This design comes from an exercise in tuning for small area, a short achievable clock period and few clock cycles on the open sky130 flow, not from production work.
No functional check of the RTL was part of any run shown here.

## flow/design.v (module list and top-level ports; edited modules follow where they fit)
// module gcx_enc: 1149 lines
module gcx_enc (
    input  wire        clk,
    input  wire        rst,         
    input  wire        in_valid,
    output wire        in_ready,
    input  wire [15:0] in_data,
    input  wire        in_key,
    input  wire        in_last,
    output wire        out_valid,
    input  wire        out_ready,
    output wire [31:0] out_data,
    output wire        out_last,
    output wire        done,
    output wire [31:0] hash,
    output wire [31:0] lcg
);
  // ...
==> flow/run.sh <==
#!/bin/bash
# synth_recipe.tcl (not shown) runs the flow's synth.tcl, then flattens the netlist and writes it again
# the make line also repeats each setting of config.mk as NAME=value (left out here)
make -C /OpenROAD-flow-scripts/flow DESIGN_CONFIG=/design/flow/config.mk WORK_HOME=/design/flow/orfs CLKGATE_MAP_FILE= SYNTH_SCRIPT=/design/flow/synth_recipe.tcl finish
==> flow/config.mk <==
export PLATFORM = sky130hd
export DESIGN_NAME = gcx_enc
export DESIGN_NICKNAME = gcx_enc
export VERILOG_FILES = /design/flow/design.v
export SDC_FILE = /design/flow/constraint.sdc
export NUM_CORES = 4
export LEC_CHECK = 0
export ABC_AREA = 1
export CAP_MARGIN = 50
export CORE_MARGIN = 2
export CORE_UTILIZATION = 40
export SLEW_MARGIN = 60
==> flow/constraint.sdc <==
create_clock -name core_clock -period 36.0 [get_ports {clk}]
set_input_delay 7.2000 -clock core_clock [delete_from_list [all_inputs] [get_ports {clk}]]
set_output_delay 7.2000 -clock core_clock [all_outputs]
set_load 0.01 [all_outputs]
==> out/qor.csv, run 1 <==
metric;value;unit
status;timing/DRC/antenna clean;
Core Util, Final;44.7;%
Filler cells;4556;
Mapped Cells;2342;
DP Wirelength;46.2;mm
pre-CTS setup slack;26.40;ns
post-synth cell types;61;
largest net degree at the start of global routing;34;
M3 GR Usage;1.77;%
DR DRC count;0;
Die Wd;217;microns
Stages on worst setup path;12;
mux cell area share after synthesis;0.0550;%
1st-pass router iterations;6;
Setup TNS;0;ns
first-pass GRT wire length;86.5;mm
Non-Filler Instances;3013;
met2 usage;39.9;%
Hold Crit Class;flip-flop to flip-flop;
Post-Synth Adder-Cell Area;36.0;%
Most Frequent Cell on Critical Path;inv_1;
==> run 2, diff against run 1 <==
--- a/flow/design.v
+++ b/flow/design.v
@@ -181,16 +181,17 @@
     reg  [13:0] sbuf;        
     reg  [2:0]  L;           
     reg         inpay;       
     reg         lastin;      
     reg         rdy;
     reg         ov;          
     reg  [5:0]  ocs;         
     reg         oc1, oc3;    
+    reg  [3:0]  ob;          
     reg         olast;
     reg         dn;
     wire fire  = in_valid & rdy;
     wire fkey  = fire & in_key;
     wire fbyte = fire & ~in_key;
     wire adv   = ~ov | out_ready;
     wire [11:0] a1_0 = t1_0(Y[3:0]);
     wire [11:0] a1_1 = t1_1(Y[7:4]);
@@ -1080,16 +1081,18 @@
     wire hm_155 = hm_135 ? hm_142 : hm_54;
     wire hm_156 = hm_135 ? hm_144 : hm_56;
     wire hm_157 = hm_135 ? hm_146 : hm_58;
     wire hm_158 = hm_135 ? hm_148 : hm_60;
     wire hm_159 = hm_135 ? hm_150 : hm_62;
     wire hm_160 = hm_135 ? hm_151 : 1'b0;
     wire [31:0] hn = {hm_159, hm_158, hm_157, hm_156, hm_155, hm_154, hm_153, hm_152, hm_134, hm_133, hm_132, hm_131, hm_130, hm_129, hm_128, hm_127, hm_109, hm_108, hm_107, hm_106, hm_105, hm_104, hm_103, hm_102, hm_68, hm_66, hm_64, hm_36, hm_32, hm_28, hm_24, hm_0};
     wire [5:0] cs = qv[21:16] ^ {k1, k2, k3};
+    wire [7:0] q1b = e1({cs[5:2], c == 2'd1});
+    wire [7:0] q2b = e2({c, cs[3:0]});
     always @(posedge clk) begin
         if (fkey) begin
             u  <= in_data;
             uf <= hfirst;
         end
         ul <= uln;
         if (upd)
             h <= uf ? {16'd0, u} : hn;    
@@ -1103,16 +1106,17 @@
             Y  <= (c == 2'd3) ? y3 : (c == 2'd2) ? y2 : y1;
             zw <= (c == 2'd3) ? w3 : (c == 2'd2) ? w2 : w1;
             qY <= (c == 2'd3) ? n3 : (c == 2'd2) ? n2 : n1;
         end
         if (adv) begin
             ocs   <= cs;
             oc1   <= (c == 2'd1);
             oc3   <= (c == 2'd3);
+            ob    <= {q2b[2:1], q1b[1:0]};
             olast <= lastin & ~L[2];
         end
         if (rst) begin
             hfirst <= 1'b1;
             sbuf   <= 14'd0;
             L      <= 3'd0;
             inpay  <= 1'b0;
             lastin <= 1'b0;
@@ -1133,17 +1137,19 @@
             lastin <= lastn;
             np     <= npn;
             rdy    <= ~((uvn & uln) | npn) & (dnn | (lastn ? ~uvn : (Ln <= 4'd3)));
             ov     <= beat | (ov & ~out_ready);
             dn     <= dnn;
             conv   <= beat & lastin & ~L[2];
         end
     end
-    assign out_data  = {e3({oc3, ocs[1:0]}), e2({~oc1, oc1 | oc3, ocs[3:0]}),
-                        e1({ocs[5:2], oc1}), e0(ocs[5:4])};
+    wire [7:0] oq2 = e2({~oc1, oc1 | oc3, ocs[3:0]});
+    wire [7:0] oq1 = e1({ocs[5:2], oc1});
+    assign out_data  = {e3({oc3, ocs[1:0]}), oq2[7:3], ob[3:2], oq2[0],
+                        oq1[7:2], ob[1:0], e0(ocs[5:4])};
     assign out_valid = ov;
     assign out_last  = olast;
     assign in_ready  = rdy;
     assign done      = dn;
     assign hash      = h;
     assign lcg       = {h[31:18] & {14{np}}, Y[11:0], zw};
 endmodule
==> run 2 against run 1 <==
  * Clock skew grew 0.0053 ns
  * Area after synthesis is 0.10% lower
  * Critical endpoint is now out_data[10]
  * Die area shrank 0.10%
  * Setup slack improved by 0.041 ns
  * Synthesized cell count is 0.21% higher
  * Largest cell class unchanged
==> out/qor.csv, run 2 <==
metric;value;unit;change
CTS Buf Count;17;;was 9
Worst path slowest cell;clkdlybuf4s50_1;;unchanged
CTS sink count;113;;was 109
CP Capture Type;output pin;;was flip-flop
CTS Root Cell;clkbuf_16;;unchanged
synthesized cell area;18200;sq um;about the same
first-pass GRT wire length;85.3;mm;was 86.5 mm
ANT nets after route;0;;unchanged
FMAX;109;MHz;was 108 MHz
CP required;28.80;ns;was 36.26 ns
proportion of layout cells with a drive suffix above 1;5.46;%;was 5.84%
largest net degree at the start of global routing;34;;unchanged
clock insertion delay at the later pin of the skew report;0.44;ns;was 0.37 ns
most frequent cells in the layout;inv_1, nand2_1, fa_1;;unchanged
core region area;45100;sq um;was 45200 sq um
# resized after CTS;0;;unchanged
Mapped Cells;2347;;was 2342
crit path max fanout;5;;was 13
actual slew at the worst max-slew pin;0.615;ns;was 0.585 ns
max cap viols;0;;unchanged
DR DRC count;0;;unchanged
clk buf depth;2;;unchanged
synth cell count leaders;inv_1, nand2_1, fa_1;;unchanged
final hold vios;0;;unchanged
largest registers;h x32, u x16, Y x15;;unchanged
Die Y;217;microns;about the same
Non-Filler Instances;3035;;was 3013
placed insts;3000;;was 2996
std cell rows;78;;unchanged
1st-pass router iterations;7;;was 6
Largest Register;h;;unchanged
R2R cell count;23;;unchanged
ys async rst share;0;%;unchanged
status;timing/DRC/antenna clean;;unchanged
Post-CTS Setup Inserts;0;;unchanged
DR WL/cell;18.0;microns;was 18.2 microns
warnings from Yosys;1;;unchanged
Tcrit/Tclk final;25.6;%;was 25.7%
ANT cells;0;;unchanged
startpoint types;flip-flop;;was input port
routed vias;15580;;about the same
final count of negative-setup-slack endpoints;0;;unchanged
PortBufs;112;;unchanged
Die Wd;217;microns;about the same
sequential share of the synthesized area;17.1;%;was 16.4%
H-tree Lvls;4;;was 3
grt total ovfl;0;;unchanged
initial drt markers;1172;;was 1075
Core Util, Final;45.3;%;was 44.7%
initial antenna violation count;0;;unchanged
register bit count reported by yosys;113;;was 109
CTS Hold Bufs;0;;unchanged
Tmin final;9.20;ns;was 9.24 ns
clk slew on worst S/H paths;0.06;ns;was 0.08 ns
worst stage delay on the critical path;0.58;ns;was 0.48 ns
Slew Viols, Final;0;;unchanged
number of flip-flops in the largest register;32;;unchanged
Setup TNS;0;ns;unchanged
Syn-to-layout area delta;12.3;%;was 10.9%
Min Hold Slack;0.429;ns;was 0.452 ns
pre-CTS setup slack;26.38;ns;was 26.40 ns
leading post-synthesis cells by cell area;fa_1, edfxtp_1, ha_1;;unchanged
CP Data Arrival Time;2.00;ns;was 9.51 ns
die area;47200;sq um;about the same
fin worst setup slack;26.80;ns;was 26.76 ns
most common cell in the netlist;inv_1;;unchanged
Filler cells;4580;;was 4556
routability cong.;0.950;;was 0.967
mean post-synth cell area;7.75;sq um;was 7.77 sq um
EDFF count, synth;85;;was 81
vias in the first global route;15339;;about the same
Synth area leader;fa_1;;unchanged
vias per inst;5.13;;was 5.16
Hold Crit Class;flip-flop to flip-flop;;unchanged
RSZ-0062 raised after global routing;no;;unchanged
hold depth;0;;unchanged
Slew headroom;59.0;%;was 60.6%
Nets;2837;;was 2825
Initial Util;40.3;%;about the same
leading cell type in the layout, fill and taps excluded;inv_1;;unchanged
ys flop type;edfxtp_1;;unchanged
post-synth cell types;59;;was 61
I/O pins;122;;unchanged
Post-Route Skew;0.00996;ns;was 0.00466 ns
CTS tree;yes;;unchanged
Crit Path Class;flip-flop to output pin;;was input port to flip-flop
DP Wirelength;45.8;mm;was 46.2 mm
critical-path cell list;inv_1, ha_1, xnor2_1, clkdlybuf4s50_1;;was clkdlybuf4s50_1, nand2_1, nor2_1, inv_1, o2111ai_1, nand3_2, inv_1, nor2_1, nand2_1, o21ai_0, o21ai_0, inv_1
total wire length;54.8;mm;was 54.9 mm
Yosys top cell area share;23.7;%;was 23.6%
GRT Overall Usage;23.5;%;was 23.6%
## run 2: changes by cell type in the layout (fill, tap and decap cells not counted), sizes merged, moves of 4 or more
cell	delta
xnor2	+5
o221ai	-8
clkbuf	+12
o21ai	+15
o21a	-4
a21oi	+12
edfxtp	+4
clkinv	-4
inv	+12
xor2	-5
nand3	-35
nor2	+16
## run 2: final timing paths
check | startpoint | endpoint | slack (ns)
worst min register to register | hfirst | uf | 0.43
worst max register to register | h[13] | Y[13] | 27.32
worst min-delay path | hfirst | uf | 0.43
worst max-delay path | ocs[4] | out_data[10] | 26.80
## run 2: cells by family after synthesis
logic type	after synthesis	synth area share, %
AO/OA/AOI/OAI	419	13.1
multiplexers	2	0.110
adder cells (fa/ha/maj)	393	35.9
other	2	0.0413
buffers and inverters	583	12.7
AND/OR/NAND/NOR	766	17.6
flip-flops	113	17.1
XOR/XNOR	69	3.41
## run 2: area by class of cell
type,count,area [sq um],share of cell area [%]
Timing Repair Buffer,130,1260,6.17
Multi-Input combinational cell,1658,12800,62.9
Tap cell,600,751,3.68
Clock buffer,21,460,2.25
Clock inverter,11,115,0.564
Sequential cell,113,3110,15.2
Inverter,502,1890,9.24
## run 2: layer usage
| metal | share of wire, % | GRT usage, % | vias to the layer above |
|---|---|---|---|
| met3 | 5.5 | 3.13 | 91 |
| met1 | 42 | 30.4 | 7469 |
| li1 | - | - | 7517 |
| met5 | 0 | 0 | - |
| met2 | 48 | 39.9 | 503 |
| met4 | 3.6 | 9.06 | 0 |
## run 2: critical path: cells and delay by family, from the launching register on
| kind | cells | cell delay (ns) |
|---|---|---|
| flops | 1 | 0.42 |
| xor+xnor | 1 | 0.17 |
| fa+ha+maj | 1 | 0.30 |
| buf+inv | 2 | 0.67 |
## run 2: through the flow
stage | area, sq um
finish | 20400
global route | 20400
CTS | 20400
detailed placement | 19800
global placement | 19700
floorplan | 18200

## separate check: timing with driven ports
The results above use ideal ports. As a check the final layouts listed here were re-extracted and re-timed, cells and wires unchanged. Step 1 sets driving cells, clkbuf_16 on the clock port and buf_2 on the other inputs (assumed; they add their load-dependent delay and slew). Step 2 adds t to the input delays and takes it off the output delays; t is the mean of the earliest and latest rising clock arrival at the registers after step 1. Input paths then give back, and output paths get back, about the clock's delay inside the block. a / b / c = no drivers / after step 1 / after step 2; a / b = the first two.
run	t (ns)	setup slack, ns	latest minus earliest clock arrival (ns)
run 1	0.410	26.755 / 26.780 / 26.370	0.005 / 0.005
run 2	0.487	26.797 / 26.746 / 26.370	0.010 / 0.010
After both steps every run listed still meets setup and hold. The setup slack of run 2, which loses most, moves by -0.051 ns with the drivers and by -0.427 ns with both steps.
